What follows belongs to an exercise in optimizing a design on an open flow for small area; a production flow would make more cautious choices.
The RTL was checked by simulation tests, not by an equivalence proof against the original design.
Power figures rest on the tool's default switching activity, not on a simulated workload.

--- config.mk ---
export PLATFORM = sky130hd
export DESIGN_NAME = imu_frame_sync
export DESIGN_NICKNAME = imu_frame_sync
export VERILOG_FILES = /design/flow/design.v
export SDC_FILE = /design/flow/constraint.sdc
export NUM_CORES = 4
export LEC_CHECK = 0
export CAP_MARGIN = 20
export CORE_AREA = 5 5 315 315
export DIE_AREA = 0 0 320 320
export SLEW_MARGIN = 20
--- constraint.sdc ---
create_clock -name core_clock -period 5.0 [get_ports {clk}]
set_input_delay 1.0000 -clock core_clock [delete_from_list [all_inputs] [get_ports {clk}]]
set_output_delay 1.0000 -clock core_clock [all_outputs]
set_load 0.01 [all_outputs]
--- design.v ---
module frame_sync (
    input  wire         clk,
    input  wire         rst,
    input  wire         in_valid,
    input  wire [7:0]   in_data,
    output wire         in_ready,
    output wire         out_valid,
    input  wire         out_ready,
    output wire [287:0] out_frame,
    output wire         desync_evt,
    output wire [15:0]  desync_count
);
    localparam [7:0] SOF      = 8'h24;
    localparam [7:0] EOF      = 8'h23;
    localparam [5:0] LAST_IDX = 6'd35;
    reg [287:0] buf_q;         
    reg [5:0]   idx_q;         
    reg [287:0] out_frame_q;
    reg         out_valid_q;
    reg [15:0]  desync_count_q;
    reg         desync_evt_q;
    wire accept = in_valid && !out_valid_q;
    wire hunting = (idx_q == 6'd0);
    wire at_last = (idx_q == LAST_IDX);
    wire do_start = accept && hunting && (in_data == SOF);
    wire do_fill  = accept && !hunting && !at_last;
    wire do_emit  = accept && at_last && (in_data == EOF);
    wire do_drop  = accept && at_last && (in_data != EOF);
    wire do_take  = out_valid_q && out_ready;
    integer k;
    always @(posedge clk) begin
        if (do_start || do_fill || do_emit || do_drop) begin
            for (k = 0; k < 36; k = k + 1) begin
                if (idx_q == k[5:0])
                    buf_q[8*k +: 8] <= in_data;
            end
        end
    end
    always @(posedge clk) begin
        if (do_emit)
            out_frame_q <= {in_data, buf_q[279:0]};
    end
    always @(posedge clk) begin
        if (rst) begin
            idx_q          <= 6'd0;
            out_valid_q    <= 1'b0;
            desync_count_q <= 16'd0;
            desync_evt_q   <= 1'b0;
        end else begin
            desync_evt_q <= do_drop;
            if (do_start)
                idx_q <= 6'd1;
            else if (do_fill)
                idx_q <= idx_q + 6'd1;
            else if (do_emit || do_drop)
                idx_q <= 6'd0;
            if (do_emit)
                out_valid_q <= 1'b1;
            else if (do_take)
                out_valid_q <= 1'b0;
            if (do_drop && desync_count_q != 16'hFFFF)
                desync_count_q <= desync_count_q + 16'd1;
        end
    end
    assign in_ready     = !out_valid_q;
    assign out_valid    = out_valid_q;
    assign out_frame    = out_frame_q;
    assign desync_evt   = desync_evt_q;
    assign desync_count = desync_count_q;
endmodule
module field_decode (
    input  wire [287:0] frame,
    output wire [15:0]  status_raw,
    output wire [23:0]  gyro_x_raw,
    output wire [23:0]  gyro_y_raw,
    output wire [23:0]  gyro_z_raw,
    output wire [23:0]  acc_x_raw,
    output wire [23:0]  acc_y_raw,
    output wire [23:0]  acc_z_raw,
    output wire [23:0]  acc_hg_x_raw,
    output wire [15:0]  temp_raw,
    output wire [7:0]   sw_version,
    output wire [7:0]   frame_counter,
    output wire [15:0]  checksum_raw
);
    assign status_raw    = frame[55:40];     
    assign gyro_x_raw    = frame[87:64];     
    assign gyro_y_raw    = frame[111:88];    
    assign gyro_z_raw    = frame[135:112];   
    assign acc_x_raw     = frame[159:136];   
    assign acc_y_raw     = frame[183:160];   
    assign acc_z_raw     = frame[207:184];   
    assign acc_hg_x_raw  = frame[231:208];   
    assign temp_raw      = frame[247:232];   
    assign sw_version    = frame[255:248];   
    assign frame_counter = frame[263:256];   
    assign checksum_raw  = frame[279:264];   
endmodule
module status_decode (
    input  wire [15:0] status,
    output wire        high_g_sensor_in_all_axes,
    output wire        acc_x_ok,
    output wire        acc_y_ok,
    output wire        acc_z_ok,
    output wire        gyro_x_ok,
    output wire        gyro_y_ok,
    output wire        gyro_z_ok,
    output wire        sync_signal_exists,
    output wire        normal_mode,
    output wire        bit_mode,
    output wire        fault_mode,
    output wire        gyro_ranges_ok
);
    assign high_g_sensor_in_all_axes = status[4];
    assign acc_x_ok           = ~status[5];
    assign acc_y_ok           = ~status[6];
    assign acc_z_ok           = ~status[7];
    assign gyro_x_ok          = ~status[9];
    assign gyro_y_ok          = ~status[10];
    assign gyro_z_ok          = ~status[11];
    assign sync_signal_exists = ~status[12];
    assign normal_mode        = (status[14:13] == 2'b00);
    assign bit_mode           = status[13];
    assign fault_mode         = (status[14:13] == 2'b11);
    assign gyro_ranges_ok     = ~status[15];
endmodule
module scale_convert (
    input  wire [23:0] gyro_x_raw,
    input  wire [23:0] gyro_y_raw,
    input  wire [23:0] gyro_z_raw,
    input  wire [23:0] acc_x_raw,
    input  wire [23:0] acc_y_raw,
    input  wire [23:0] acc_z_raw,
    input  wire [23:0] acc_hg_x_raw,
    input  wire [15:0] temp_raw,
    output wire [23:0] gyro_x_s,
    output wire [23:0] gyro_y_s,
    output wire [23:0] gyro_z_s,
    output wire [23:0] acc_x_s,
    output wire [23:0] acc_y_s,
    output wire [24:0] acc_z_s,
    output wire [23:0] acc_hg_x_s,
    output wire [15:0] temp_tenths
);
    localparam signed [24:0] ONE_G = 25'sd32768;
    wire [23:0] acc_z_rec;
    srec24 u_gx (.raw(gyro_x_raw),   .value(gyro_x_s));
    srec24 u_gy (.raw(gyro_y_raw),   .value(gyro_y_s));
    srec24 u_gz (.raw(gyro_z_raw),   .value(gyro_z_s));
    srec24 u_ax (.raw(acc_x_raw),    .value(acc_x_s));
    srec24 u_ay (.raw(acc_y_raw),    .value(acc_y_s));
    srec24 u_az (.raw(acc_z_raw),    .value(acc_z_rec));
    srec24 u_hg (.raw(acc_hg_x_raw), .value(acc_hg_x_s));
    assign acc_z_s     = $signed({acc_z_rec[23], acc_z_rec}) - ONE_G;
    assign temp_tenths = temp_raw;
endmodule
module srec24 (
    input  wire [23:0] raw,
    output wire [23:0] value
);
    wire [23:0] magnitude = 24'hFFFFFF - raw + 24'd1;
    assign value = raw[23] ? (24'd0 - magnitude) : raw;
endmodule
module imu_frame_sync (
    input  wire         clk,
    input  wire         rst,
    input  wire         in_valid,
    input  wire [7:0]   in_data,
    output wire         in_ready,
    output wire         out_valid,
    input  wire         out_ready,
    output wire [287:0] out_frame,
    output wire [15:0]  status_raw,
    output wire [23:0]  gyro_x_raw,
    output wire [23:0]  gyro_y_raw,
    output wire [23:0]  gyro_z_raw,
    output wire [23:0]  acc_x_raw,
    output wire [23:0]  acc_y_raw,
    output wire [23:0]  acc_z_raw,
    output wire [23:0]  acc_hg_x_raw,
    output wire [15:0]  temp_raw,
    output wire [7:0]   sw_version,
    output wire [7:0]   frame_counter,
    output wire [15:0]  checksum_raw,
    output wire         high_g_sensor_in_all_axes,
    output wire         acc_x_ok,
    output wire         acc_y_ok,
    output wire         acc_z_ok,
    output wire         gyro_x_ok,
    output wire         gyro_y_ok,
    output wire         gyro_z_ok,
    output wire         sync_signal_exists,
    output wire         normal_mode,
    output wire         bit_mode,
    output wire         fault_mode,
    output wire         gyro_ranges_ok,
    output wire [23:0]  gyro_x_s,
    output wire [23:0]  gyro_y_s,
    output wire [23:0]  gyro_z_s,
    output wire [23:0]  acc_x_s,
    output wire [23:0]  acc_y_s,
    output wire [24:0]  acc_z_s,
    output wire [23:0]  acc_hg_x_s,
    output wire [15:0]  temp_tenths,
    output wire         desync_evt,
    output wire [15:0]  desync_count
);
    frame_sync u_sync (
        .clk          (clk),
        .rst          (rst),
        .in_valid     (in_valid),
        .in_data      (in_data),
        .in_ready     (in_ready),
        .out_valid    (out_valid),
        .out_ready    (out_ready),
        .out_frame    (out_frame),
        .desync_evt   (desync_evt),
        .desync_count (desync_count)
    );
    field_decode u_fields (
        .frame         (out_frame),
        .status_raw    (status_raw),
        .gyro_x_raw    (gyro_x_raw),
        .gyro_y_raw    (gyro_y_raw),
        .gyro_z_raw    (gyro_z_raw),
        .acc_x_raw     (acc_x_raw),
        .acc_y_raw     (acc_y_raw),
        .acc_z_raw     (acc_z_raw),
        .acc_hg_x_raw  (acc_hg_x_raw),
        .temp_raw      (temp_raw),
        .sw_version    (sw_version),
        .frame_counter (frame_counter),
        .checksum_raw  (checksum_raw)
    );
    status_decode u_status (
        .status                    (status_raw),
        .high_g_sensor_in_all_axes (high_g_sensor_in_all_axes),
        .acc_x_ok                  (acc_x_ok),
        .acc_y_ok                  (acc_y_ok),
        .acc_z_ok                  (acc_z_ok),
        .gyro_x_ok                 (gyro_x_ok),
        .gyro_y_ok                 (gyro_y_ok),
        .gyro_z_ok                 (gyro_z_ok),
        .sync_signal_exists        (sync_signal_exists),
        .normal_mode               (normal_mode),
        .bit_mode                  (bit_mode),
        .fault_mode                (fault_mode),
        .gyro_ranges_ok            (gyro_ranges_ok)
    );
    scale_convert u_scale (
        .gyro_x_raw   (gyro_x_raw),
        .gyro_y_raw   (gyro_y_raw),
        .gyro_z_raw   (gyro_z_raw),
        .acc_x_raw    (acc_x_raw),
        .acc_y_raw    (acc_y_raw),
        .acc_z_raw    (acc_z_raw),
        .acc_hg_x_raw (acc_hg_x_raw),
        .temp_raw     (temp_raw),
        .gyro_x_s     (gyro_x_s),
        .gyro_y_s     (gyro_y_s),
        .gyro_z_s     (gyro_z_s),
        .acc_x_s      (acc_x_s),
        .acc_y_s      (acc_y_s),
        .acc_z_s      (acc_z_s),
        .acc_hg_x_s   (acc_hg_x_s),
        .temp_tenths  (temp_tenths)
    );
endmodule
--- run.sh ---
#!/bin/bash
# synth_recipe.tcl (not shown) runs the flow's synth.tcl, then flattens the netlist and writes it again
# the make line also repeats each setting of config.mk as NAME=value (left out here)
make -C /OpenROAD-flow-scripts/flow DESIGN_CONFIG=/design/flow/config.mk WORK_HOME=/design/flow/orfs CLKGATE_MAP_FILE= SYNTH_SCRIPT=/design/flow/synth_recipe.tcl finish
==> out/results.tsv, run 1 <==
metric	value	unit
status	complete, no violations	
ys_seq_elements	592	
synth-main-ff-cell	edfxtp_1	
clk_pin_slew	0.06	ns
row_count	113	
place_ws	1.448	ns
core	95150	um2
fin_crit	3.850	ns
slew_headroom	38.93	%
start_kind	flip-flop	
drc	0	
setup_violations	0	
grt_util_met3	3.061	%
overflow	0	
powerDensity	333.7	nW/um2
postRouteAntennaNets	0	
power_leakage	0.009821	uW
crit_type	flip-flop to primary output	
cts_hold_buf	0	
die_width	320	um
synth.distinct_cells	46	
yosysWarnings	1	
drive_above_1_share	7.971	%
first_global_vias	11640	
clk_latency	0.61	ns
cts-buffers-inserted	60	
use_met1	14.35	%
cts_resized	0	
r2r_end	u_sync.buf_q[27]	
tns	0	ns
skew	0.01265	ns
grt_pass1_wl	88940	um
wirelength	65270	um
postPlaceCellArea	28050	um2
htreeDepth	2	
die_y	320	um
ff2ff_setup_slack	2.22	ns
antenna_found_initial	14	
synthToLayoutAreaGrowth	37.07	%
clock.fmax	0.2598	GHz
fin_ws	1.150	ns
arrival	2.85	ns
postLayoutCoreUtil	31.63	%
worst_pin_slew	0.9160	ns
r2r_start	u_sync.idx_q[0]	
hold_path_class	flip-flop to flip-flop	
dr_total_vias	11250	
post-cts-setup-buffers	0	
port_buffers	747	
hold_violations	0	
vdd_drop_max	0.0002297	V
finalWeightedCongestion	0.7786	
syn_inst	1223	
viasPerCell	3.816	
cts_tree	done	
clock_path_buffers	3	
first_iter_violations	986	
post_drt_wl_per_cell	22.13	um
nNetsFinal	1649	
dp_hpwl	46140	um
crit_path_start	u_sync.out_frame_q[204]	
fin_area	30090	um2
ff2ff_path_depth	5	
fill_cells	9096	
start_util	23.07	%
grt_util_all_layers	11.91	%
busiest_layer	met2	
yosysSeqAreaShare	79.88	%
syn_area	21950	um2
worstPathRequired	4.00	ns
dr.pass1.iters	5	
pin_count	748	
cts_root_buffer	clkbuf_16	
end_kind	primary output	
endpoint	acc_z_s[24]	
async_reset_ff_share	0	%
slew_violations	0	
numClockSinks	592	
path_max_fanout	4	
grt_use_met2	21.42	%
multi_input_area	1246	um2
max_cap_viol_count	0	
rsz0062_at_grt	no	
grt_max_degree	126	
register_area	17540	um2
p_total	10040	uW
period_share	76.99	%
synth-edff-count	568	
dieArea	102400	um2
synth_area_per_cell	17.95	um2
==> metrics by stage <==
step                instances  hold slack [ns]
floorplan                1223           0.4003
global placement         2834           0.4017
detailed placement       2834           0.4045
CTS                      2946           0.4115
global route             2947           0.4205
finish                   2949           0.4112
==> Yosys cell counts (6+ instances only) <==
master / number / area (um2)
clkbuf_1: 8 / 30.03
nand3_1: 9 / 45.04
nor3_1: 8 / 40.04
o21ai_0: 7 / 35.03
edfxtp_1: 568 / 17060
o31ai_1: 6 / 45.04
nor4_1: 6 / 37.54
buf_4: 409 / 3070
nor2_1: 25 / 93.84
a21oi_1: 15 / 75.07
and3_1: 24 / 150.1
inv_1: 22 / 82.58
xor2_1: 6 / 52.55
nand2_1: 15 / 56.30
or4_1: 7 / 52.55
dfxtp_1: 24 / 480.5
ha_1: 6 / 75.07
==> critical path: stages, from the launching register on <==
cell             delay [ns]
edfxtp_1               0.45
or4_1                  0.59
nor4_1                 0.37
a21o_1                 0.20
clkdlybuf4s50_1        0.62
==> registers in the layout, summed over array words and instances, names as in the netlist <==
name and cells:
u_sync.out_valid_q 1, u_sync.idx_q 6, u_sync.desync_count_q 16, u_sync.buf_q 280, u_sync.out_frame_q 288, u_sync.desync_evt_q 1
==> where the power goes <==
| group | internal, uW | total, uW | leakage [uW] | switching [uW] |
|---|---|---|---|---|
| clock network | 2690 | 4560 | 0.000994 | 1870 |
| logic | 10.3 | 91.6 | 0.00353 | 81.3 |
| registers | 5390 | 5390 | 0.00530 | 0.121 |
==> cell usage in the layout (no fill, tap or decap), drive strengths merged, types with 3 or more instances in the layout <==
cell type        n
or3              3
xor2             6
inv             27
buf             26
diode            3
clkinvlp         3
nand2b           3
o31ai            6
ha               6
clkbuf          66
or4              7
nand3           10
clkinv          29
nand2           15
dfxtp           24
and3            24
and2             4
nand4            4
nor2b            5
o21ai            7
nor4             7
bufinv           9
xnor2            5
a21oi           15
nor3            10
nor2            26
or2              3
clkdlybuf4s50  739
edfxtp         568
==> area by class of cell <==
type                       instances  share of cell area, %
clock buffer                      66                  5.135
sequential                       592                  58.28
antenna                            3                0.02495
multi-input combinational        190                  4.141
tap                             1265                  5.260
inverter                          22                 0.2744
clock inverter                    46                  1.601
timing repair buffer             765                  25.29
==> metal layers <==
| layer | routed length, um | vias to the layer above | share of wire, % |
|---|---|---|---|
| met2 | 33820 | 597 | 52 |
| met3 | 5439 | 85 | 8.3 |
| met4 | 1317 | 0 | 2.0 |
| li1 | - | 4860 | - |
| met1 | 24690 | 5710 | 38 |
| met5 | 0 | - | 0 |
==> cells by family (layout without fill, tap and decap cells) <==
family	Yosys count	count (layout)	synth area share, %
other cells	0	3	0
mux	3	3	0.1482
xor+xnor	11	11	0.4388
simple gates	133	133	3.556
buf+inv	441	899	14.60
fa+ha+maj	6	6	0.3419
compound gates	37	37	1.032
flops	592	592	79.88
==> worst min path at each step <==
stage / start / endpoint / slack, ns / cells past startpoint
final: u_sync.buf_q[192] / u_sync.out_frame_q[192] / 0.41 / 0
after global routing: u_sync.buf_q[266] / u_sync.out_frame_q[266] / 0.42 / 0
after CTS: u_sync.buf_q[192] / u_sync.out_frame_q[192] / 0.41 / 0
after detailed placement: u_sync.buf_q[117] / u_sync.out_frame_q[117] / 0.40 / 0
after global placement: u_sync.buf_q[43] / u_sync.out_frame_q[43] / 0.40 / 0
after floorplan: u_sync.buf_q[0] / u_sync.out_frame_q[0] / 0.40 / 0
==> run 2: changes to the inputs <==
--- a/design.v
+++ b/design.v
@@ -15,5 +15,4 @@
     localparam [5:0] LAST_IDX = 6'd35;
-    reg [287:0] buf_q;         
+    reg [271:0] body_q;        
     reg [5:0]   idx_q;         
-    reg [287:0] out_frame_q;
     reg         out_valid_q;
@@ -21,3 +20,3 @@
     reg         desync_evt_q;
-    wire accept = in_valid && !out_valid_q;
+    wire accept  = in_valid && !out_valid_q;
     wire hunting = (idx_q == 6'd0);
@@ -29,14 +28,5 @@
     wire do_take  = out_valid_q && out_ready;
-    integer k;
     always @(posedge clk) begin
-        if (do_start || do_fill || do_emit || do_drop) begin
-            for (k = 0; k < 36; k = k + 1) begin
-                if (idx_q == k[5:0])
-                    buf_q[8*k +: 8] <= in_data;
-            end
-        end
-    end
-    always @(posedge clk) begin
-        if (do_emit)
-            out_frame_q <= {in_data, buf_q[279:0]};
+        if (do_fill)
+            body_q <= {in_data, body_q[271:8]};
     end
@@ -66,3 +56,3 @@
     assign out_valid    = out_valid_q;
-    assign out_frame    = out_frame_q;
+    assign out_frame    = {EOF, body_q, SOF};
     assign desync_evt   = desync_evt_q;
@@ -160,4 +150,3 @@
 );
-    wire [23:0] magnitude = 24'hFFFFFF - raw + 24'd1;
-    assign value = raw[23] ? (24'd0 - magnitude) : raw;
+    assign value = raw;
 endmodule
==> run 2 against run 1 <==
Effect of this change: critical path depth is 1 higher; critical endpoint is now acc_z_s[22]; clock power is 36% lower; maximum frequency is 2.5% higher; register-to-register slack better by 0.40 ns; core utilization is 11 points lower; synthesized cell count is 28% lower; sequential power is about 50% lower; die area stayed put; still clean on timing, DRC and antenna; via count is 29% lower; sequential share of layout area is 15 points lower; synthesized area is 42% lower; largest power group is now clock.
==> out/results.tsv, run 2 <==
metric	value	unit	change
status	complete, no violations		unchanged
dr.pass1.iters	4		was 5
rsz0062_at_grt	no		unchanged
synth_area_per_cell	14.56	um2	was 17.95 um2
slew_violations	0		unchanged
regMostFlops	u_sync.body_q		was u_sync.out_frame_q
row_count	113		unchanged
first_iter_violations	432		was 986
hold_violations	0		unchanged
start_kind	flip-flop		unchanged
register_area	8648	um2	was 17540 um2
vdd_drop_max	0.0001885	V	was 0.0002297 V
core	95150	um2	unchanged
critPathMaxStageDelay	0.60	ns	was 0.62 ns
drc	0		unchanged
grt_max_degree	123		was 126
largest_register_ffs	272		was 288
worstPathRequired	4.00	ns	about the same
cts_tree	done		unchanged
yosysTopAreaCell	edfxtp_1		unchanged
yosys-top-cells-area	edfxtp_1, buf_4, dfxtp_1		unchanged
arrival	2.76	ns	was 2.85 ns
multi_input_area	975.9	um2	was 1246 um2
top_layer	met4		unchanged
routed-wl-met2	32240	um	was 33820 um
htreeDepth	2		unchanged
place_ws	1.618	ns	was 1.448 ns
cts_hold_buf	0		unchanged
synthToLayoutAreaGrowth	55.49	%	was 37.07%
hold_path_class	flip-flop to flip-flop		unchanged
fill_cells	10150		was 9096
synth-main-ff-cell	edfxtp_1		unchanged
dp_hpwl	51150	um	was 46140 um
met3WireLength	5304	um	was 5439 um
powerDensity	282.2	nW/um2	was 333.7 nW/um2
end_kind	primary output		unchanged
dr_total_vias	8024		was 11250
final_cell_mix	clkdlybuf4s50_1, edfxtp_1, clkbuf_16		unchanged
ff2ff_path_depth	6		was 5
die_y	320	um	unchanged
synth-edff-count	272		was 568
post-cts-setup-buffers	0		unchanged
crit_path_cell_trace	nor4_1, nand2b_1, nor3_1, xnor2_1, clkdlybuf4s50_1		was or4_1, nor4_1, a21o_1, clkdlybuf4s50_1
path_buf_inv	1		unchanged
clock_path_buffers	3		unchanged
hold_depth	0		unchanged
clock.fmax	0.2663	GHz	was 0.2598 GHz
post_drt_wl_per_cell	24.58	um	was 22.13 um
grt_util_all_layers	11.42	%	was 11.91%
path_max_fanout	6		was 4
final_common_cell	clkdlybuf4s50_1		unchanged
crit_type	flip-flop to primary output		unchanged
cts_root_buffer	clkbuf_16		unchanged
numClockSinks	296		was 592
top_regs	u_sync.body_q: 272 flops, u_sync.desync_count_q: 16 flops, u_sync.idx_q: 6 flops		was u_sync.out_frame_q: 288 flops, u_sync.buf_q: 280 flops, u_sync.desync_count_q: 16 flops
yosysMostFrequentCell	buf_4		was edfxtp_1
overflow	0		unchanged
syn_area	12830	um2	was 21950 um2
cts_resized	0		unchanged
wirelength	62370	um	was 65270 um
critical_path.top_delay_family	simple AND/OR/NAND/NOR gates		unchanged
fin_crit	3.755	ns	was 3.850 ns
synth.distinct_cells	42		was 46
synth_top_area_share	63.66	%	was 77.69%
period_share	75.10	%	was 76.99%
nNetsFinal	1258		was 1649
yosysSeqAreaShare	67.41	%	was 79.88%
syn_inst	881		was 1223
first_global_vias	8425		was 11640
skew	0.02723	ns	was 0.01265 ns
crit_cells	5		was 4
cp_slowest_cell	clkdlybuf4s50_1		unchanged
die_width	320	um	unchanged
postRouteAntennaNets	0		unchanged
hold_ws	0.4479	ns	was 0.4112 ns
clk_pin_slew	0.06	ns	about the same
grt_pass1_wl	79870	um	was 88940 um
cts-buffers-inserted	38		was 60
dieArea	102400	um2	unchanged
netlist_top_cells_count	buf_4, edfxtp_1, dfxtp_1, a21oi_1, inv_1		was edfxtp_1, buf_4, nor2_1, and3_1, dfxtp_1
start_util	13.48	%	was 23.07%
viasPerCell	3.163		was 3.816
pin_count	748		unchanged
ys_seq_elements	296		was 592
fin_ws	1.245	ns	was 1.150 ns
port_buffers	731		was 747
yosysWarnings	1		unchanged
power_leakage	0.006536	uW	was 0.009821 uW
drive_above_1_share	6.216	%	was 7.971%
max_cap_viol_count	0		unchanged
slew_headroom	36.31	%	was 38.93%
m1WireLength	23880	um	was 24690 um
finalWeightedCongestion	0.7630		was 0.7786
setup_violations	0		unchanged
clk_latency	0.57	ns	was 0.61 ns
async_reset_ff_share	0	%	unchanged
worst_pin_slew	0.9420	ns	was 0.9160 ns
antenna_found_initial	1		was 14
==> run 2: changes by cell type in the layout (fill, tap and decap cells not counted), sizes merged, moves of 6 or more <==
cell / before / now
edfxtp: 568 / 272
buf: 26 / 3
and3: 24 / 3
clkbuf: 66 / 47
clkinv: 29 / 11
conb: 0 / 16
nor2: 26 / 15
clkdlybuf4s50: 739 / 731
nor3: 10 / 3
nand3: 10 / 4
==> run 2: metal layers <==
metal | track usage, % | vias up
met4 | 2.239 | 0
met1 | 12.91 | 4071
li1 | - | 3356
met5 | 0 | -
met3 | 3.832 | 52
met2 | 21.01 | 545
==> run 2: path summary, 6_finish.rpt <==
kind                            from                 to  slack (ns)
hold reg to reg    u_sync.body_q[23]  u_sync.body_q[15]        0.45
setup / recovery  u_sync.body_q[194]        acc_z_s[22]        1.24
setup reg to reg     u_sync.idx_q[0]  u_sync.body_q[21]        2.62
hold / removal     u_sync.body_q[23]  u_sync.body_q[15]        0.45
==> run 2: metrics by stage <==
stage	setup TNS (ns)	area, um2	power [uW]	instances	utilization [%]
6_report	0	19950	5629	2537	20.97
3_3_place_gp	0	18640	2779	2467	19.58
3_5_place_dp	0	18640	2780	2467	19.58
2_1_floorplan	-260.78	12900	2759	895	-
4_1_cts	0	19950	5760	2536	20.96
5_1_grt	0	19950	5837	2536	20.96
==> run 2: cells by family (layout without fill, tap and decap cells) <==
logic type | count (synthesis) | after routing | synth area share [%]
simple gates | 85 | 85 | 3.999
flops | 296 | 296 | 67.41
fa+ha+maj | 4 | 4 | 0.3901
xor+xnor | 11 | 11 | 0.7509
compound gates | 37 | 37 | 1.677
mux | 2 | 2 | 0.1755
buf+inv | 444 | 820 | 25.54
other cells | 2 | 17 | 0.05854
==> run 2: power by group <==
part	switching, uW	internal (uW)
Clock	1130	1770
Combinational	28.4	24.2
Sequential	5.63	2670
Total	1160	4460
==> run 2: final cells by class <==
cell class,instances,share of cell area (%)
flip-flops and latches,296,43.35
repair buffers,734,36.92
well taps,1265,7.934
clock buffers,47,5.306
multi-input cells,155,4.892
clock inverters,22,1.267
inverters,17,0.3199
diodes,1,0.01254
==> run 3: changes to the inputs <==
==> flow/run.sh (new file) <==
#!/bin/bash
# Standard layout, with two changes: ports are buffered with the smallest
# buffer (buf_1) instead of clkdlybuf4s50_1, and CTS uses small clock
# buffers without dummy loads. Each ORFS step keeps its own log under
# orfs/logs; make's full output goes to make.log.
set -euo pipefail
cat >> config.mk <<'EOF'
export BUFFER_PORTS_ARGS = -buffer_cell sky130_fd_sc_hd__buf_1
export CTS_ARGS = -sink_clustering_enable -repair_clock_nets -dont_use_dummy_load -buf_list {sky130_fd_sc_hd__clkbuf_4 sky130_fd_sc_hd__clkbuf_8}
EOF
bash standard.sh > make.log 2>&1
==> standard.sh (new file) <==
#!/bin/bash
# synth_recipe.tcl (not shown) runs the flow's synth.tcl, then flattens the netlist and writes it again
# the make line also repeats each setting of config.mk as NAME=value (left out here)
make -C /OpenROAD-flow-scripts/flow DESIGN_CONFIG=/design/flow/config.mk WORK_HOME=/design/flow/orfs CLKGATE_MAP_FILE= SYNTH_SCRIPT=/design/flow/synth_recipe.tcl "${@:-finish}"
--- a/config.mk
+++ b/config.mk
@@ -11 +11,3 @@
 export SLEW_MARGIN = 20
+export BUFFER_PORTS_ARGS = -buffer_cell sky130_fd_sc_hd__buf_1
+export CTS_ARGS = -sink_clustering_enable -repair_clock_nets -dont_use_dummy_load -buf_list {sky130_fd_sc_hd__clkbuf_4 sky130_fd_sc_hd__clkbuf_8}
removed: run.sh
==> run 3 against run 2 <==
Effect of this change: still clean; critical path depth unchanged; cell area decreased by 25%; count of clock-buffer cells in the layout increased by 8; first-iteration DRC count increased by 8.1%; clock power decreased by 34%; non-clock buffer count increased by 4; via count increased by 0.97%; die area unchanged; core utilization decreased by 5.3 points; hold slack got worse by 0.0025 ns; critical path type unchanged; largest cell class unchanged; largest power group is now registers.
==> out/results.tsv, run 3 <==
metric	value	unit	change
crit_path_cell_trace	nor4_1, nand2b_1, nor3_1, xnor2_1, buf_1		was nor4_1, nand2b_1, nor3_1, xnor2_1, clkdlybuf4s50_1
worstPathRequired	4.00	ns	about the same
synth_top_area_share	63.66	%	unchanged
slew_headroom	31.32	%	was 36.31%
final_common_cell	buf_1		was clkdlybuf4s50_1
grt_max_degree	92		was 123
path_buf_inv	1		unchanged
place_ws	1.940	ns	was 1.618 ns
path_max_fanout	5		was 6
swShare	21.28	%	was 20.68%
power_switching	983.7	uW	was 1164 uW
cts_tree	done		unchanged
dp_hpwl	49950	um	was 51150 um
viasPerCell	3.205		was 3.163
yosysTopAreaCell	edfxtp_1		unchanged
crit_type	flip-flop to primary output		unchanged
cts_hold_buf	0		unchanged
syn_area	12830	um2	unchanged
power_leakage	0.004328	uW	was 0.006536 uW
cts_root_buffer	clkbuf_8		was clkbuf_16
antenna_found_initial	6		was 1
pin_count	748		unchanged
clock.fmax	0.2802	GHz	was 0.2663 GHz
wirelength	60170	um	was 62370 um
dieArea	102400	um2	unchanged
largest_register_ffs	272		unchanged
drive_above_1_share	6.186	%	was 6.216%
clock_path_buffers	3		unchanged
die_width	320	um	unchanged
start_kind	flip-flop		unchanged
ys_seq_elements	296		unchanged
critical_path.top_delay_family	simple AND/OR/NAND/NOR gates		unchanged
synth.distinct_cells	42		unchanged
rsz0062_at_grt	no		unchanged
period_share	71.38	%	was 75.10%
finalWeightedCongestion	0.8172		was 0.7630
async_reset_ff_share	0	%	unchanged
end_kind	primary output		unchanged
drc	0		unchanged
vdd_drop_max	0.0001785	V	was 0.0001885 V
start_util	13.48	%	unchanged
yosysSeqAreaShare	67.41	%	unchanged
max_cap_viol_count	0		unchanged
netlist_top_cells_count	buf_4, edfxtp_1, dfxtp_1, a21oi_1, inv_1		unchanged
final_cell_mix	buf_1, edfxtp_1, clkbuf_8		was clkdlybuf4s50_1, edfxtp_1, clkbuf_16
die_y	320	um	unchanged
first_global_vias	7877		was 8425
overflow	0		unchanged
dr.pass1.iters	4		unchanged
regMostFlops	u_sync.body_q		unchanged
dr_total_vias	8102		was 8024
fill_cells	10620		was 10150
status	complete, no violations		unchanged
row_count	113		unchanged
post_drt_wl_per_cell	23.80	um	was 24.58 um
power_frac_seq	57.9	%	was 47.5%
arrival	2.57	ns	was 2.76 ns
top_regs	u_sync.body_q: 272 flops, u_sync.desync_count_q: 16 flops, u_sync.idx_q: 6 flops		unchanged
synth_area_per_cell	14.56	um2	unchanged
yosysWarnings	1		unchanged
fin_ws	1.431	ns	was 1.245 ns
postLayoutCoreUtil	15.65	%	was 20.97%
cts_resized	0		unchanged
synth-edff-count	272		unchanged
yosys-top-cells-area	edfxtp_1, buf_4, dfxtp_1		unchanged
hold_path_class	flip-flop to flip-flop		unchanged
cts-buffers-inserted	55		was 38
worst_pin_slew	1.030	ns	was 0.9420 ns
critPathMaxStageDelay	0.52	ns	was 0.60 ns
numClockSinks	296		unchanged
first_iter_violations	467		was 432
p_comb_share	0.8	%	was 0.9%
powerDensity	310.4	nW/um2	was 282.2 nW/um2
syn_inst	881		unchanged
post-cts-setup-buffers	0		unchanged
slew_violations	0		unchanged
clkPwrFrac	41.3	%	was 51.6%
clk_pin_slew	0.06	ns	about the same
synth-main-ff-cell	edfxtp_1		unchanged
cp_slowest_cell	nor4_1		was clkdlybuf4s50_1
synthToLayoutAreaGrowth	16.07	%	was 55.49%
nNetsFinal	1279		was 1258
core	95150	um2	unchanged
postRouteAntennaNets	0		unchanged
p_int	3638	uW	was 4465 uW
fin_crit	3.569	ns	was 3.755 ns
grt_pass1_wl	75220	um	was 79870 um
clk_latency	0.67	ns	was 0.57 ns
yosysMostFrequentCell	buf_4		unchanged
skew	0.07792	ns	was 0.02723 ns
setup_violations	0		unchanged
port_buffers	731		unchanged
grt_util_all_layers	10.94	%	was 11.42%
hold_violations	0		unchanged
htreeDepth	2		unchanged
-- run 3: cell counts after synthesis --
Identical to the previous run, type by type.
-- run 3: routing by layer --
metal	routed length, um	up-vias	track usage (%)
li1	-	3357	-
met1	22140	4038	12.31
met2	30590	644	19.76
met4	1673	0	3.266
met5	0	-	0
met3	5765	63	3.516
-- run 3: layout make-up --
cell class,instances,area [um2],area share [%]
Sequential cell,296,8648,58.07
Tap cell,1265,1583,10.63
Multi-Input combinational cell,155,975.9,6.554
Antenna cell,2,5.005,0.03361
Timing Repair Buffer,738,2859,19.20
Inverter,17,63.81,0.4285
Clock buffer,55,757.0,5.083
-- run 3: power by group through the flow --
stage                     sequential [uW]  combinational (uW)  clock [uW]
final                                2680                36.3        1910
after global routing                 2680                39.1        2130
after CTS                            2680                36.2        2030
after detailed placement             2730                36.1           0
after global placement               2730                36.2           0
after floorplan                      2730                33.4           0
-- run 3: worst paths after layout --
kind              cells after the start                end  slack (ns)          startpoint
hold reg to reg                       0  u_sync.body_q[18]        0.45   u_sync.body_q[26]
setup / recovery                      5        acc_z_s[22]        1.43  u_sync.body_q[196]
hold / removal                        0  u_sync.body_q[18]        0.45   u_sync.body_q[26]
setup reg to reg                      7  u_sync.body_q[57]        2.32     u_sync.idx_q[0]
-- run 3: through the flow --
| stage | area, um2 | power, uW | hold WS, ns | TNS, ns | std cells |
|---|---|---|---|---|---|
| after floorplan | 12900 | 2759 | 0.4990 | -260.78 | 895 |
| after global placement | 14130 | 2763 | 0.4305 | 0 | 2471 |
| after detailed placement | 14130 | 2763 | 0.4334 | 0 | 2471 |
| after CTS | 14890 | 4748 | 0.4470 | 0 | 2526 |
| after global routing | 14890 | 4844 | 0.4533 | 0 | 2526 |
| final | 14890 | 4622 | 0.4454 | 0 | 2528 |
-- run 3: worst register-to-register path: stages, from the launching register on --
cell     delay (ns)
dfxtp_1        0.42
inv_1          0.07
ha_1           0.19
nor2b_1        0.15
a21o_1         0.19
a21oi_4        0.54
buf_12         0.31
buf_12         0.35
-- run 3: kinds of logic after synthesis --
family,count (synthesis),share of synthesized area [%]
fa+ha+maj,4,0.3901
other cells,2,0.05854
xor+xnor,11,0.7509
buf+inv,444,25.54
mux,2,0.1755
compound gates,37,1.677
simple gates,85,3.999
flops,296,67.41
==> run 4: changes to the inputs <==
--- a/design.v
+++ b/design.v
@@ -14,3 +14,4 @@
     localparam [7:0] EOF      = 8'h23;
-    localparam [5:0] LAST_IDX = 6'd35;
+    localparam [5:0] IDX_1    = 6'b000001;
+    localparam [5:0] LAST_IDX = 6'b100101;
     reg [271:0] body_q;        
@@ -23,2 +24,3 @@
     wire at_last = (idx_q == LAST_IDX);
+    wire [5:0] idx_step = {idx_q[4:0], idx_q[5] ^ idx_q[4]};
     wire do_start = accept && hunting && (in_data == SOF);
@@ -41,5 +43,5 @@
             if (do_start)
-                idx_q <= 6'd1;
+                idx_q <= IDX_1;
             else if (do_fill)
-                idx_q <= idx_q + 6'd1;
+                idx_q <= idx_step;
             else if (do_emit || do_drop)
==> flow/run.sh (replaced) <==
#!/bin/bash
# Standard layout, with these changes: ports are buffered with the smallest
# buffer (buf_1) instead of clkdlybuf4s50_1; pins may sit one track apart so
# the die can be small and the placement compact; CTS uses clkbuf_8 with
# larger sink clusters and no dummy loads. Each ORFS step keeps its own log
# under orfs/logs; make's full output goes to make.log.
set -euo pipefail
cat >> config.mk <<'EOF'
export BUFFER_PORTS_ARGS = -buffer_cell sky130_fd_sc_hd__buf_1
export PLACE_PINS_ARGS = -min_distance 1 -min_distance_in_tracks
export CTS_ARGS = -sink_clustering_enable -repair_clock_nets -dont_use_dummy_load -buf_list {sky130_fd_sc_hd__clkbuf_8} -sink_clustering_size 15 -sink_clustering_max_diameter 60
EOF
bash standard.sh > make.log 2>&1
==> config.mk (replaced) <==
export PLATFORM = sky130hd
export DESIGN_NAME = imu_frame_sync
export DESIGN_NICKNAME = imu_frame_sync
export VERILOG_FILES = /design/flow/design.v
export SDC_FILE = /design/flow/constraint.sdc
export NUM_CORES = 4
export LEC_CHECK = 0
export CAP_MARGIN = 20
export CORE_AREA = 5 5 155 155
export DIE_AREA = 0 0 160 160
export SLEW_MARGIN = 20
export BUFFER_PORTS_ARGS = -buffer_cell sky130_fd_sc_hd__buf_1
export PLACE_PINS_ARGS = -min_distance 1 -min_distance_in_tracks
export CTS_ARGS = -sink_clustering_enable -repair_clock_nets -dont_use_dummy_load -buf_list {sky130_fd_sc_hd__clkbuf_8} -sink_clustering_size 15 -sink_clustering_max_diameter 60
==> run 4 against run 3 <==
Effect of this change: still clean; register-to-register slack improved by 0.10 ns; critical path depth up 1; worst setup slack improved by 0.42 ns.
==> out/results.tsv, run 4 <==
metric	value	unit	change
ys_seq_elements	296		unchanged
power_leakage	0.004057	uW	was 0.004328 uW
place_ws	1.866	ns	was 1.940 ns
cts_hold_buf	0		unchanged
yosysMostFrequentCell	buf_4		unchanged
pin_count	748		unchanged
cts_resized	0		unchanged
grt_pass1_wl	42760	um	was 75220 um
viasPerCell	4.935		was 3.205
cts_tree	done		unchanged
grt_max_degree	66		was 92
grt_util_all_layers	20.80	%	was 10.94%
yosysWarnings	1		unchanged
stdcell_count	1500		was 2528
ff2ff_setup_slack	2.42	ns	was 2.32 ns
slew_violations	0		unchanged
drive_above_1_share	3.445	%	was 6.186%
clk_pin_slew	0.09	ns	was 0.06 ns
arrival	2.15	ns	was 2.57 ns
synth-main-ff-cell	edfxtp_1		unchanged
synth_top_area_share	64.02	%	was 63.66%
powerDensity	289.6	nW/um2	was 310.4 nW/um2
final_common_cell	buf_1		unchanged
crit_path_cell_trace	nor4_1, nand2b_1, nor2_1, nand2_1, xnor2_1, buf_1		was nor4_1, nand2b_1, nor3_1, xnor2_1, buf_1
clock.fmax	0.3179	GHz	was 0.2802 GHz
postRouteAntennaNets	0		unchanged
p_total	3796	uW	was 4622 uW
drc	0		unchanged
synth_area_per_cell	14.61	um2	was 14.56 um2
synth.distinct_cells	38		was 42
yosysTopAreaCell	edfxtp_1		unchanged
slew_headroom	35.29	%	was 31.32%
wirelength	29150	um	was 60170 um
fin_crit	3.146	ns	was 3.569 ns
post_drt_wl_per_cell	19.43	um	was 23.80 um
path_buf_inv	1		unchanged
fin_ws	1.854	ns	was 1.431 ns
top_regs	u_sync.body_q: 272 flops, u_sync.desync_count_q: 16 flops, u_sync.idx_q: 6 flops		unchanged
regMostFlops	u_sync.body_q		unchanged
crit_type	flip-flop to primary output		unchanged
yosysSeqAreaShare	67.78	%	was 67.41%
overflow	0		unchanged
worstPathRequired	4.00	ns	about the same
synth-edff-count	272		unchanged
final_cell_mix	buf_1, edfxtp_1, clkbuf_8, dfxtp_1, nor2_1		was buf_1, edfxtp_1, clkbuf_8
first_iter_violations	521		was 467
tns	0	ns	unchanged
path_max_fanout	7		was 5
critPathMaxStageDelay	0.54	ns	was 0.52 ns
finalWeightedCongestion	0.8367		was 0.8172
htreeDepth	1		was 2
clk_latency	0.53	ns	was 0.67 ns
period_share	62.92	%	was 71.38%
port_buffers	731		unchanged
start_kind	flip-flop		unchanged
row_count	54		was 113
dr.pass1.iters	6		was 4
numClockSinks	296		unchanged
die_y	160	um	was 320 um
first_global_vias	7333		was 7877
fill_cells	1779		was 10620
dp_hpwl	22250	um	was 49950 um
worst_pin_slew	0.9706	ns	was 1.030 ns
dp.cells	1475		was 2471
setup_violations	0		unchanged
vdd_drop_max	0.0002664	V	was 0.0001785 V
end_kind	primary output		unchanged
core	21960	um2	was 95150 um2
hold_path_class	flip-flop to flip-flop		unchanged
antenna_found_initial	0		was 6
syn_inst	873		was 881
rsz0062_at_grt	no		unchanged
hold_violations	0		unchanged
cts-buffers-inserted	24		was 55
max_cap_viol_count	0		unchanged
netlist_top_cells_count	buf_4, edfxtp_1, dfxtp_1, nor2_1, inv_1		was buf_4, edfxtp_1, dfxtp_1, a21oi_1, inv_1
synthToLayoutAreaGrowth	2.736	%	was 16.07%
dr_total_vias	7403		was 8102
start_util	58.10	%	was 13.48%
critical_path.top_delay_family	simple AND/OR/NAND/NOR gates		unchanged
status	complete, no violations		unchanged
post-cts-setup-buffers	0		unchanged
cp_slowest_cell	edfxtp_1		was nor4_1
die_width	160	um	was 320 um
async_reset_ff_share	0	%	unchanged
syn_area	12760	um2	was 12830 um2
dieArea	25600	um2	was 102400 um2
largest_register_ffs	272		unchanged
clock_path_buffers	3		unchanged
cts_root_buffer	clkbuf_8		unchanged
skew	0.03791	ns	was 0.07792 ns
nNetsFinal	1237		was 1279
yosys-top-cells-area	edfxtp_1, buf_4, dfxtp_1		unchanged
run 4: cell types whose count changed in the layout (fill, tap and decap cells not counted), moves of 4 or more:
cell	previous run	this run
nor2_1	15	21
clkbuf_8	55	24
or3_1	8	2
nor4_2	0	4
xnor2_1	6	12
and3_1	0	4
nor4_1	2	8
nand3_1	4	10
a21oi_1	16	9
and4_1	5	1
o21ai_0	11	1
run 4: kinds of logic after synthesis:
| logic type | after synthesis | share of synthesized area, % |
|---|---|---|
| other | 2 | 0.05886 |
| AO/OA/AOI/OAI | 16 | 0.7650 |
| buffers and inverters | 445 | 25.61 |
| AND/OR/NAND/NOR | 91 | 4.060 |
| adder cells (fa/ha/maj) | 4 | 0.3923 |
| flip-flops | 296 | 67.78 |
| multiplexers | 2 | 0.1667 |
| XOR/XNOR | 17 | 1.167 |
run 4: final cells by class:
cell class / count / area (um2) / share of cell area [%]
Antenna cell: 1 / 2.502 / 0.01909
Sequential cell: 296 / 8648 / 65.98
Tap cell: 280 / 350.3 / 2.673
Inverter: 15 / 56.30 / 0.4296
Clock buffer: 24 / 330.3 / 2.520
Timing Repair Buffer: 738 / 2821 / 21.53
Multi-Input combinational cell: 146 / 898.4 / 6.854
run 4: path summary, 6_finish.rpt:
path	start	to	depth (start not counted)
setup / recovery	u_sync.body_q[193]	acc_z_s[23]	6
hold / removal	u_sync.body_q[22]	u_sync.body_q[14]	0
setup reg to reg	u_sync.idx_q[4]	u_sync.body_q[8]	6
hold reg to reg	u_sync.body_q[22]	u_sync.body_q[14]	0
run 4: worst register-to-register path, cell delays in order (launching register included):
cell     delay (ns)
dfxtp_1        0.36
inv_1          0.07
ha_1           0.19
nand3_1        0.09
or3_1          0.21
and2_4         0.73
buf_4          0.54
run 4: routing by layer:
metal  track usage [%]  part of all wire [%]
met1             23.67                    36
met2             36.44                    51
met3             6.366                   8.9
met4             8.878                   3.5
met5                 0                     0
run 4: power by group:
group / switching, uW / internal [uW]
sequential: 1.50 / 2660
combinational: 18.7 / 4.98
clock: 681 / 430
total: 701 / 3100
run 4: metrics by stage:
stage                     area [um2]  hold slack, ns  util, %
after floorplan                12810          0.4473        -
after global placement         12770          0.4289    58.18
after detailed placement       12770          0.4324    58.18
after CTS                      13110          0.4519    59.68
after global routing           13110          0.4587    59.68
final                          13110          0.4538    59.69
==> run 5: changes to the inputs <==
--- a/flow/run.sh
+++ b/flow/run.sh
@@ -11,2 +11,3 @@
 export CTS_ARGS = -sink_clustering_enable -repair_clock_nets -dont_use_dummy_load -buf_list {sky130_fd_sc_hd__clkbuf_8} -sink_clustering_size 15 -sink_clustering_max_diameter 60
+export RECOVER_POWER = 100
 EOF
--- a/config.mk
+++ b/config.mk
@@ -14 +14,2 @@
 export CTS_ARGS = -sink_clustering_enable -repair_clock_nets -dont_use_dummy_load -buf_list {sky130_fd_sc_hd__clkbuf_8} -sink_clustering_size 15 -sink_clustering_max_diameter 60
+export RECOVER_POWER = 100
==> run 5 against run 4 <==
Effect of this change: now fails the layout checks on max-capacitance violations, max-slew violations; global-route usage unchanged; clock power hardly changed; critical endpoint is now u_sync.body_q[8]; core utilization shrank 0.26 points; die area unchanged; critical path depth unchanged; wire length rose by 0.27%.
==> out/results.tsv, run 5 <==
metric	value	unit	change
top_regs	u_sync.body_q: 272 flops, u_sync.desync_count_q: 16 flops, u_sync.idx_q: 6 flops		unchanged
fin_area	13050	um2	was 13110 um2
synth_top_area_share	64.02	%	unchanged
failed_checks	max-capacitance violations, max-slew violations		
port_buffers	731		unchanged
worst_pin_slew	1.715	ns	was 0.9706 ns
cts-buffers-inserted	24		unchanged
first_global_vias	7333		unchanged
synth_area_per_cell	14.61	um2	unchanged
synth_compound_area_share	0.7649	%	unchanged
regMostFlops	u_sync.body_q		unchanged
p_comb_share	0.6	%	about the same
powerDensity	290.9	nW/um2	was 289.6 nW/um2
synth-simple-area-share	4.060	%	unchanged
rsz0062_at_grt	no		unchanged
max_cap_viol_count	3		was 0
netlist_top_cells_count	buf_4, edfxtp_1, dfxtp_1, nor2_1, inv_1		unchanged
m1WireLength	10700	um	was 10530 um
r2r_end	u_sync.body_q[8]		unchanged
hold_depth	0		unchanged
die_width	160	um	unchanged
hold_path_class	flip-flop to flip-flop		unchanged
period_share	68.52	%	was 62.92%
post_drt_wl_per_cell	19.48	um	was 19.43 um
r2r_start	u_sync.idx_q[4]		unchanged
ff2ff_path_depth	6		unchanged
grt_util_all_layers	20.80	%	unchanged
yosysWarnings	1		unchanged
clock.fmax	0.2919	GHz	was 0.3179 GHz
post-cts-setup-buffers	0		unchanged
cts_root_buffer	clkbuf_8		unchanged
grt_max_degree	66		unchanged
clk_latency	0.53	ns	about the same
syn_area	12760	um2	unchanged
arrival	3.53	ns	was 2.15 ns
yosysMostFrequentCell	buf_4		unchanged
dp_hpwl	22250	um	unchanged
dr.pass1.iters	5		was 6
synth_xor_area_share	1.167	%	unchanged
viasPerCell	4.940		was 4.935
postPlaceCellArea	12770	um2	unchanged
p_total	3796	uW	about the same
drive_above_1_share	2.707	%	was 3.445%
synth_top_family_by_area	buffers and inverters		unchanged
finalWeightedCongestion	0.8367		unchanged
status	complete, but fails checks		was complete, no violations
hold_violations	0		unchanged
min_from	u_sync.body_q[22]		unchanged
wirelength	29230	um	was 29150 um
postRouteAntennaNets	0		unchanged
start_util	58.10	%	unchanged
overflow	0		unchanged
pin_count	748		unchanged
top_layer	met4		unchanged
drc	0		unchanged
final_cell_mix	buf_1, edfxtp_1, clkbuf_8, dfxtp_1, nor2_1		unchanged
numClockSinks	296		unchanged
largest_register_ffs	272		unchanged
nNetsFinal	1237		unchanged
yosysTopAreaCell	edfxtp_1		unchanged
htreeDepth	1		unchanged
synth_fa_ha_area_share	0.3923	%	unchanged
cts_hold_buf	0		unchanged
start_kind	flip-flop		unchanged
async_reset_ff_share	0	%	unchanged
row_count	54		unchanged
slew_violations	133		was 0
clk_pin_slew	0.09	ns	about the same
p_int	3095	uW	about the same
dr_total_vias	7410		was 7403
fill_cells	1789		was 1779
power_leakage	0.004030	uW	was 0.004057 uW
cts_resized	0		unchanged
path_max_fanout	64		was 7
clkPwrFrac	29.3	%	about the same
met3WireLength	2498	um	was 2604 um
skew	0.03710	ns	was 0.03791 ns
dieArea	25600	um2	unchanged
antenna_found_initial	0		unchanged
hold_end	u_sync.body_q[14]		unchanged
power_frac_seq	70.1	%	about the same
worstPathRequired	5.10	ns	was 4.00 ns
syn_inst	873		unchanged
end_kind	flip-flop		was primary output
cts_tree	done		unchanged
die_y	160	um	unchanged
final_common_cell	buf_1		unchanged
synth.distinct_cells	38		unchanged
yosys-top-cells-area	edfxtp_1, buf_4, dfxtp_1		unchanged
routed-wl-met2	15010	um	was 15000 um
yosysSeqAreaShare	67.78	%	unchanged
core	21960	um2	unchanged
ff2ff_setup_slack	1.57	ns	was 2.42 ns
synth-edff-count	272		unchanged
grt_pass1_wl	42760	um	unchanged
synthToLayoutAreaGrowth	2.295	%	was 2.736%
crit_type	flip-flop to flip-flop		was flip-flop to primary output
swShare	18.46	%	was 18.47%
vdd_drop_max	0.0002664	V	about the same
synth-main-ff-cell	edfxtp_1		unchanged
slew_headroom	-14.36	%	was 35.29%
tns	0	ns	unchanged
ys_seq_elements	296		unchanged
setup_violations	0		unchanged
synthMuxAreaShare	0.1667	%	unchanged
fin_crit	3.426	ns	was 3.146 ns
first_iter_violations	527		was 521
power_switching	700.8	uW	was 701.2 uW
clock_path_buffers	3		unchanged
[run 5: power groups by stage]
| stage | sequential, uW | combinational [uW] | clock, uW |
|---|---|---|---|
| final | 2660 | 23.4 | 1110 |
| after detailed placement | 2720 | 23.0 | 0 |
| after global routing | 2660 | 25.1 | 1260 |
| after floorplan | 2720 | 24.8 | 0 |
| after global placement | 2720 | 22.9 | 0 |
| after CTS | 2660 | 23.1 | 1170 |
[run 5: worst max-delay path by stage]
stage | depth (start not counted) | start | slack (ns) | end
2_1_floorplan | 3 | in_valid | 1.33 | u_sync.body_q[0]
3_3_place_gp | 5 | in_valid | 1.89 | u_sync.body_q[0]
3_5_place_dp | 5 | in_valid | 1.87 | u_sync.body_q[133]
4_1_cts | 6 | u_sync.body_q[196] | 1.83 | acc_z_s[23]
5_1_grt | 6 | u_sync.idx_q[4] | 1.32 | u_sync.body_q[104]
6_report | 6 | u_sync.idx_q[4] | 1.57 | u_sync.body_q[8]
[run 5: per-stage QoR]
step                      std cells  util (%)  hold WS [ns]  setup slack [ns]
after floorplan                 887         -        0.4473             1.332
after global placement         1475     58.18        0.4289             1.887
after detailed placement       1475     58.18        0.4324             1.866
after CTS                      1499     59.68        0.4519             1.831
after global routing           1499     59.42        0.4587             1.321
final                          1500     59.44        0.4546             1.574
[run 5: kinds of logic (layout without fill, tap and decap cells)]
group / after synthesis / after routing
AO/OA/AOI/OAI: 16 / 16
XOR/XNOR: 17 / 17
adder cells (fa/ha/maj): 4 / 4
buffers and inverters: 445 / 777
flip-flops: 296 / 296
multiplexers: 2 / 2
other: 2 / 17
AND/OR/NAND/NOR: 91 / 91
[run 5: layout make-up]
type	instances	area (um2)	area share, %
Antenna cell	1	2.502	0.01917
Clock buffer	24	330.3	2.531
Inverter	15	56.30	0.4314
Multi-Input combinational cell	146	875.8	6.711
Sequential cell	296	8648	66.26
Tap cell	280	350.3	2.684
Timing Repair Buffer	738	2788	21.36
[run 5: worst max-delay path: stages (launching register included)]
cell      delay (ns)
dfxtp_1         0.36
inv_1           0.07
ha_1            0.19
nand3_1         0.09
or3_1           0.21
and2_4          0.72
clkbuf_1        1.30
[run 5: per-layer routing]
layer	track usage [%]	vias up
li1	-	3242
met1	23.67	3544
met2	36.44	528
met3	6.366	96
met4	8.878	0
met5	0	-
==> run 6: changes to the inputs <==
--- a/config.mk
+++ b/config.mk
@@ -7,2 +7,3 @@
 export LEC_CHECK = 0
+export ABC_AREA = 1
 export CAP_MARGIN = 20
==> run 6 against run 5 <==
Effect of this change: still fails the layout checks on max-capacitance violations, max-slew violations; count of clock-buffer cells in the layout did not move; sequential power barely moved; register-to-register slack got worse by 0.09 ns; critical endpoint is now u_sync.body_q[62]; synthesized cell count rose by 11%; power rose by 0.27%; die area did not move; worst setup slack got worse by 0.13 ns; largest power group unchanged; clock skew fell by 0.011 ns; clock power barely moved; cell area rose by 2.4%; via count rose by 6.6%.
==> out/results.tsv, run 6 <==
metric	value	unit	change
status	complete, but fails checks		unchanged
failed_checks	max-capacitance violations, max-slew violations		unchanged
first_global_vias	7420		was 7333
synth-main-ff-cell	edfxtp_1		unchanged
drive_above_1_share	3.960	%	was 2.707%
synth.distinct_cells	28		was 38
arrival	3.71	ns	was 3.53 ns
htreeDepth	1		unchanged
end_kind	flip-flop		unchanged
dp_hpwl	23270	um	was 22250 um
power_leakage	0.004217	uW	was 0.004030 uW
hold_violations	0		unchanged
start_kind	input pin		was flip-flop
setup_violations	0		unchanged
p_comb_share	0.7	%	was 0.6%
yosysSeqAreaShare	66.23	%	was 67.78%
crit_cells	6		unchanged
fin_crit	3.553	ns	was 3.426 ns
dr_total_vias	7901		was 7410
dp.cells	1569		was 1475
power_frac_seq	69.9	%	was 70.1%
netlist_top_cells_count	buf_4, edfxtp_1, nand2_1, nor2_1, inv_1		was buf_4, edfxtp_1, dfxtp_1, nor2_1, inv_1
largest_register_ffs	272		unchanged
swShare	18.66	%	was 18.46%
critical_path.top_delay_family	simple AND/OR/NAND/NOR gates		was buffers and inverters
top_regs	u_sync.body_q: 272 flops, u_sync.desync_count_q: 16 flops, u_sync.idx_q: 6 flops		unchanged
max_cap_viol_count	1		was 3
hold_ws	0.4498	ns	was 0.4546 ns
cts_resized	0		unchanged
ys_seq_elements	296		unchanged
yosys-top-cells-area	edfxtp_1, buf_4, dfxtp_1		unchanged
critPathMaxStageDelay	1.58	ns	was 1.30 ns
post-cts-setup-buffers	0		unchanged
skew	0.02582	ns	was 0.03710 ns
powerDensity	284.9	nW/um2	was 290.9 nW/um2
die_y	160	um	unchanged
antenna_found_initial	0		unchanged
clk_pin_slew	0.10	ns	was 0.09 ns
vdd_drop_max	0.0002248	V	was 0.0002664 V
syn_area	13060	um2	was 12760 um2
hold_depth	0		unchanged
slew_violations	23		was 133
period_share	71.07	%	was 68.52%
synthToLayoutAreaGrowth	2.338	%	was 2.295%
path_max_fanout	37		was 64
final_common_cell	buf_1		unchanged
core	21960	um2	unchanged
yosysMostFrequentCell	buf_4		unchanged
syn_inst	968		was 873
postLayoutCoreUtil	60.85	%	was 59.44%
crit_path_cell_trace	buf_1, nand2_8, inv_6, nand2_1, nor2_1, buf_4		was inv_1, ha_1, nand3_1, or3_1, and2_4, clkbuf_1
post_drt_wl_per_cell	18.89	um	was 19.48 um
path_buf_inv	3		was 2
clock_path_buffers	3		unchanged
synth_top_area_share	62.55	%	was 64.02%
start_util	59.46	%	was 58.10%
dieArea	25600	um2	unchanged
port_buffers	731		unchanged
stdcell_count	1593		was 1500
cp_slowest_cell	nor2_1		was clkbuf_1
postRouteAntennaNets	0		unchanged
synth-edff-count	272		unchanged
viasPerCell	4.960		was 4.940
diodes	0		was 1
nNetsFinal	1331		was 1237
finalWeightedCongestion	0.8438		was 0.8367
cts_hold_buf	0		unchanged
worst_pin_slew	2.070	ns	was 1.715 ns
fill_cells	1755		was 1789
slew_headroom	-38.49	%	was -14.36%
clk_latency	0.53	ns	about the same
drc	0		unchanged
cts-buffers-inserted	24		unchanged
hold_path_class	flip-flop to flip-flop		unchanged
die_width	160	um	unchanged
synth_area_per_cell	13.49	um2	was 14.61 um2
rsz0062_at_grt	no		unchanged
yosysTopAreaCell	edfxtp_1		unchanged
fin_area	13360	um2	was 13050 um2
dr.pass1.iters	4		was 5
clkPwrFrac	29.4	%	was 29.3%
final_cell_mix	buf_1, edfxtp_1, nand2_1		was buf_1, edfxtp_1, clkbuf_8, dfxtp_1, nor2_1
numClockSinks	296		unchanged
first_iter_violations	594		was 527
cts_tree	done		unchanged
clock.fmax	0.2814	GHz	was 0.2919 GHz
row_count	54		unchanged
p_int	3096	uW	was 3095 uW
yosysWarnings	1		unchanged
crit_type	input pin to flip-flop		was flip-flop to flip-flop
pin_count	748		unchanged
overflow	0		unchanged
grt_util_all_layers	21.45	%	was 20.80%
grt_pass1_wl	44040	um	was 42760 um
async_reset_ff_share	0	%	unchanged
regMostFlops	u_sync.body_q		unchanged
ff2ff_path_depth	6		unchanged
wirelength	30090	um	was 29230 um
grt_max_degree	93		was 66
postPlaceCellArea	13080	um2	was 12770 um2
cts_root_buffer	clkbuf_8		unchanged
power_switching	710.2	uW	was 700.8 uW
worstPathRequired	5.16	ns	was 5.10 ns
## run 6: cell types whose count changed after synthesis, sizes merged, moves of 5 or more
cell   change
inv       +20
nand2     +76
nor2      +23
xnor2      -8
a21oi      +9
o21ai      +5
nor4      -12
nand3      +9
## run 6: area by class of cell
class | instances | area (um2) | share of cell area (%)
Clock buffer | 24 | 330.3 | 2.472
Inverter | 36 | 145.1 | 1.086
Multi-Input combinational cell | 222 | 1090 | 8.155
Sequential cell | 296 | 8648 | 64.72
Tap cell | 280 | 350.3 | 2.622
Timing Repair Buffer | 735 | 2799 | 20.95
## run 6: cell families after synthesis
logic type               synth area share (%)
XOR/XNOR                               0.5365
flip-flops                              66.23
AO/OA/AOI/OAI                           1.150
other                                 0.05751
adder cells (fa/ha/maj)                0.3833
buffers and inverters                   25.72
AND/OR/NAND/NOR                         5.922
## run 6: worst reg2reg max path, cell delays in order, from the launching register on
cell and delay (ns):
dfxtp_1 0.36, inv_1 0.07, ha_1 0.21, nand4_1 0.12
nand2_1 0.17, nor2_1 1.58, buf_4 0.64
## run 6: final timing paths
| kind | slack [ns] | start | to |
|---|---|---|---|
| min | 0.45 | u_sync.body_q[21] | u_sync.body_q[13] |
| min reg2reg | 0.45 | u_sync.body_q[21] | u_sync.body_q[13] |
| max reg2reg | 1.48 | u_sync.idx_q[4] | u_sync.body_q[62] |
| max | 1.45 | in_valid | u_sync.body_q[62] |
## run 6: layer usage
layer | share of wire [%] | up-vias | track usage, %
li1 | - | 3473 | -
met1 | 36 | 3769 | 25.05
met2 | 52 | 567 | 37.23
met3 | 9.0 | 92 | 6.572
met4 | 2.6 | 0 | 8.408
met5 | 0 | - | 0
## run 6: power groups by stage
stage               clock, uW  combinational [uW]  sequential, uW
finish                   1120                26.1            2660
global route             1270                28.1            2660
CTS                      1170                25.8            2660
detailed placement          0                25.9            2720
global placement            0                25.4            2720
floorplan                   0                27.2            2720
## run 6: through the flow
stage	total power [uW]	TNS [ns]	setup slack, ns
2_1_floorplan	2746	-186.74	-0.6785
3_3_place_gp	2744	0	2.068
3_5_place_dp	2744	0	1.998
4_1_cts	3853	0	1.731
5_1_grt	3956	0	1.064
6_report	3806	0	1.447
==> run 7: changes to the inputs <==
--- a/flow/run.sh
+++ b/flow/run.sh
@@ -11,3 +11,2 @@
 export CTS_ARGS = -sink_clustering_enable -repair_clock_nets -dont_use_dummy_load -buf_list {sky130_fd_sc_hd__clkbuf_8} -sink_clustering_size 15 -sink_clustering_max_diameter 60
-export RECOVER_POWER = 100
 EOF
--- a/config.mk
+++ b/config.mk
@@ -7,6 +7,5 @@
 export LEC_CHECK = 0
-export ABC_AREA = 1
 export CAP_MARGIN = 20
-export CORE_AREA = 5 5 155 155
-export DIE_AREA = 0 0 160 160
+export CORE_AREA = 5 5 135 135
+export DIE_AREA = 0 0 140 140
 export SLEW_MARGIN = 20
@@ -15,2 +14 @@
 export CTS_ARGS = -sink_clustering_enable -repair_clock_nets -dont_use_dummy_load -buf_list {sky130_fd_sc_hd__clkbuf_8} -sink_clustering_size 15 -sink_clustering_max_diameter 60
-export RECOVER_POWER = 100
==> run 7 against run 6 <==
Effect of this change: now clean on timing, DRC and antenna; global-route usage is 7.0 points higher; synthesized cell count shrank 9.8%; register-to-register slack improved by 1.1 ns; clock skew grew 0.013 ns; critical path depth is the same; core utilization grew 18 points; sequential power barely moved; worst setup slack improved by 0.44 ns; final cell count fell by 9.7%; synthesized area shrank 2.3%; wire length down 1.6%; critical endpoint is now acc_z_s[23]; largest cell class unchanged.
==> out/results.tsv, run 7 <==
metric	value	unit	change
yosys-top-cells-area	edfxtp_1, buf_4, dfxtp_1		unchanged
die_width	140	um	was 160 um
arrival	2.11	ns	was 3.71 ns
clk_latency	0.54	ns	was 0.53 ns
drive_above_1_share	3.366	%	was 3.960%
powerDensity	290.2	nW/um2	was 284.9 nW/um2
die_y	140	um	was 160 um
top_regs	u_sync.body_q: 272 flops, u_sync.desync_count_q: 16 flops, u_sync.idx_q: 6 flops		unchanged
synth_top_area_share	64.02	%	was 62.55%
regMostFlops	u_sync.body_q		unchanged
post-cts-setup-buffers	0		unchanged
netlist_top_cells_count	buf_4, edfxtp_1, dfxtp_1, nor2_1, inv_1		was buf_4, edfxtp_1, nand2_1, nor2_1, inv_1
syn_area	12760	um2	was 13060 um2
largest_register_ffs	272		unchanged
yosysWarnings	1		unchanged
pin_count	748		unchanged
cts_hold_buf	0		unchanged
htreeDepth	1		unchanged
worstPathRequired	4.00	ns	was 5.16 ns
p_total	3777	uW	was 3806 uW
grt_pass1_wl	43680	um	was 44040 um
grt_max_degree	76		was 93
start_kind	flip-flop		was input pin
status	complete, no violations		was complete, but fails checks
ff2ff_path_depth	6		unchanged
dr_total_vias	7646		was 7901
antenna_found_initial	0		unchanged
vdd_drop_max	0.0002292	V	was 0.0002248 V
synth-main-ff-cell	edfxtp_1		unchanged
drc	0		unchanged
viasPerCell	5.317		was 4.960
max_cap_viol_count	0		was 1
yosysMostFrequentCell	buf_4		unchanged
clock.fmax	0.3216	GHz	was 0.2814 GHz
synthToLayoutAreaGrowth	2.020	%	was 2.338%
end_kind	primary output		was flip-flop
final_cell_mix	buf_1, edfxtp_1, dfxtp_1		was buf_1, edfxtp_1, nand2_1
syn_inst	873		was 968
fin_crit	3.110	ns	was 3.553 ns
overflow	0		unchanged
slew_headroom	40.57	%	was -38.49%
final_common_cell	buf_1		unchanged
dr.pass1.iters	7		was 4
crit_type	flip-flop to primary output		was input pin to flip-flop
synth_area_per_cell	14.61	um2	was 13.49 um2
synth.distinct_cells	38		was 28
period_share	62.19	%	was 71.07%
clk_pin_slew	0.09	ns	was 0.10 ns
register_area	8648	um2	unchanged
yosysSeqAreaShare	67.78	%	was 66.23%
postRouteAntennaNets	0		unchanged
skew	0.03870	ns	was 0.02582 ns
numClockSinks	296		unchanged
clock_path_buffers	3		unchanged
async_reset_ff_share	0	%	unchanged
dp_hpwl	23040	um	was 23270 um
dieArea	19600	um2	was 25600 um2
first_iter_violations	538		was 594
hold_path_class	flip-flop to flip-flop		unchanged
worst_pin_slew	0.8841	ns	was 2.070 ns
port_buffers	731		unchanged
fill_cells	1028		was 1755
core	16580	um2	was 21960 um2
row_count	47		was 54
setup_violations	0		unchanged
multi_input_area	898.4	um2	was 1090 um2
wirelength	29600	um	was 30090 um
slew_violations	0		was 23
yosysTopAreaCell	edfxtp_1		unchanged
diodes	0		unchanged
ys_seq_elements	296		unchanged
path_max_fanout	7		was 37
hold_violations	0		unchanged
cts_root_buffer	clkbuf_8		unchanged
tns	0	ns	unchanged
start_util	76.94	%	was 59.46%
cts-buffers-inserted	23		was 24
synth-edff-count	272		unchanged
nNetsFinal	1236		was 1331
first_global_vias	7230		was 7420
cts_tree	done		unchanged
post_drt_wl_per_cell	20.58	um	was 18.89 um
finalWeightedCongestion	0.8833		was 0.8438
power_leakage	0.004049	uW	was 0.004217 uW
hold_depth	0		unchanged
cts_resized	0		unchanged
grt_util_all_layers	28.44	%	was 21.45%
rsz0062_at_grt	no		unchanged
## run 7: cell count changes in the layout (fill, tap and decap cells not counted), sizes merged, moves of 4 or more
cell,delta
a21oi,-9
and3,+4
buf,+4
inv,-20
nand2,-76
nand3,-9
nor2,-23
nor4,+12
o21ai,-5
xnor2,+8
## run 7: power breakdown
group	switching [uW]	internal [uW]	total [uW]
registers	1.58	2660	2660
logic	18.7	5.50	24.2
clock network	678	413	1090
## run 7: cell families after synthesis
logic type,count (synthesis),share of synthesized area [%]
flip-flops,296,67.78
adder cells (fa/ha/maj),4,0.3923
AND/OR/NAND/NOR,91,4.060
other,2,0.05886
multiplexers,2,0.1667
AO/OA/AOI/OAI,16,0.7650
XOR/XNOR,17,1.167
buffers and inverters,445,25.61
## run 7: final cells by class
type | instances | area share [%]
clock buffers | 23 | 2.432
inverters | 15 | 0.4326
multi-input cells | 146 | 6.902
flip-flops and latches | 296 | 66.44
well taps | 220 | 2.115
repair buffers | 738 | 21.68
## run 7: routing by layer
metal / vias to the layer above / wire (um) / part of all wire [%] / global-route usage [%]
met5: - / 0 / 0 / 0
met4: 0 / 1177 / 4.0 / 14.02
met3: 135 / 3326 / 11 / 10.50
met2: 630 / 14920 / 50 / 44.92
met1: 3650 / 10180 / 34 / 35.03
li1: 3231 / - / - / -
## run 7: stage by stage
stage	setup slack (ns)	hold slack (ns)	cells	cell area [um2]	util (%)
after floorplan	1.332	0.4473	887	12810	-
after global placement	2.061	0.4290	1415	12700	76.58
after detailed placement	2.010	0.4332	1415	12700	76.58
after CTS	1.878	0.4486	1438	13020	78.49
after global routing	1.762	0.4713	1438	13020	78.49
final	1.890	0.4523	1438	13020	78.49
## run 7: path summary, 6_finish.rpt
| kind | from | end | slack [ns] |
|---|---|---|---|
| worst max-delay path | u_sync.body_q[193] | acc_z_s[23] | 1.89 |
| worst max register to register | u_sync.idx_q[4] | u_sync.body_q[230] | 2.55 |
| worst min register to register | u_sync.body_q[23] | u_sync.body_q[15] | 0.45 |
| worst min-delay path | u_sync.body_q[23] | u_sync.body_q[15] | 0.45 |
## run 7: worst max-delay path, stage by stage (launching register included)
cell and delay [ns]:
edfxtp_1 0.55, nor4_1 0.37, nand2b_1 0.12, nor2_1 0.14, nand2_1 0.09, xnor2_1 0.14
buf_1 0.17

==> port drivers added, routing unchanged <==
How much do the figures lean on ideal ports? The routed layouts below were timed once more, with nothing changed but the port constraints.
Step 1: set_driving_cell puts a clkbuf_16 on clk and a buf_2 on each other input, an assumption about the parent block.
Step 2 adds t to the input delays and takes it off the output delays; t is the mean of the earliest and latest rising clock arrival at the registers after step 1. Input paths then give back, and output paths get back, about the clock's delay inside the block.
Slacks: ideal / step 1 / step 2; pairs: ideal / step 1.
run | shift t [ns] | setup WS [ns] | cell pins on the clock port's net
run 1 | 0.657 | 1.150 / 1.097 / 1.392 | 1
run 2 | 0.607 | 1.245 / 1.195 / 1.624 | 1
run 3 | 0.680 | 1.431 / 1.384 / 1.931 | 1
run 4 | 0.559 | 1.854 / 1.812 / 1.890 | 1
run 5 | 0.561 | 1.574 / 1.574 / 1.043 | 1
run 6 | 0.556 | 1.447 / 1.466 / 0.910 | 1
run 7 | 0.564 | 1.890 / 1.850 / 1.962 | 1
The setup slack of run 6, which loses most, moves by +0.019 ns with the drivers and by -0.537 ns with both steps.
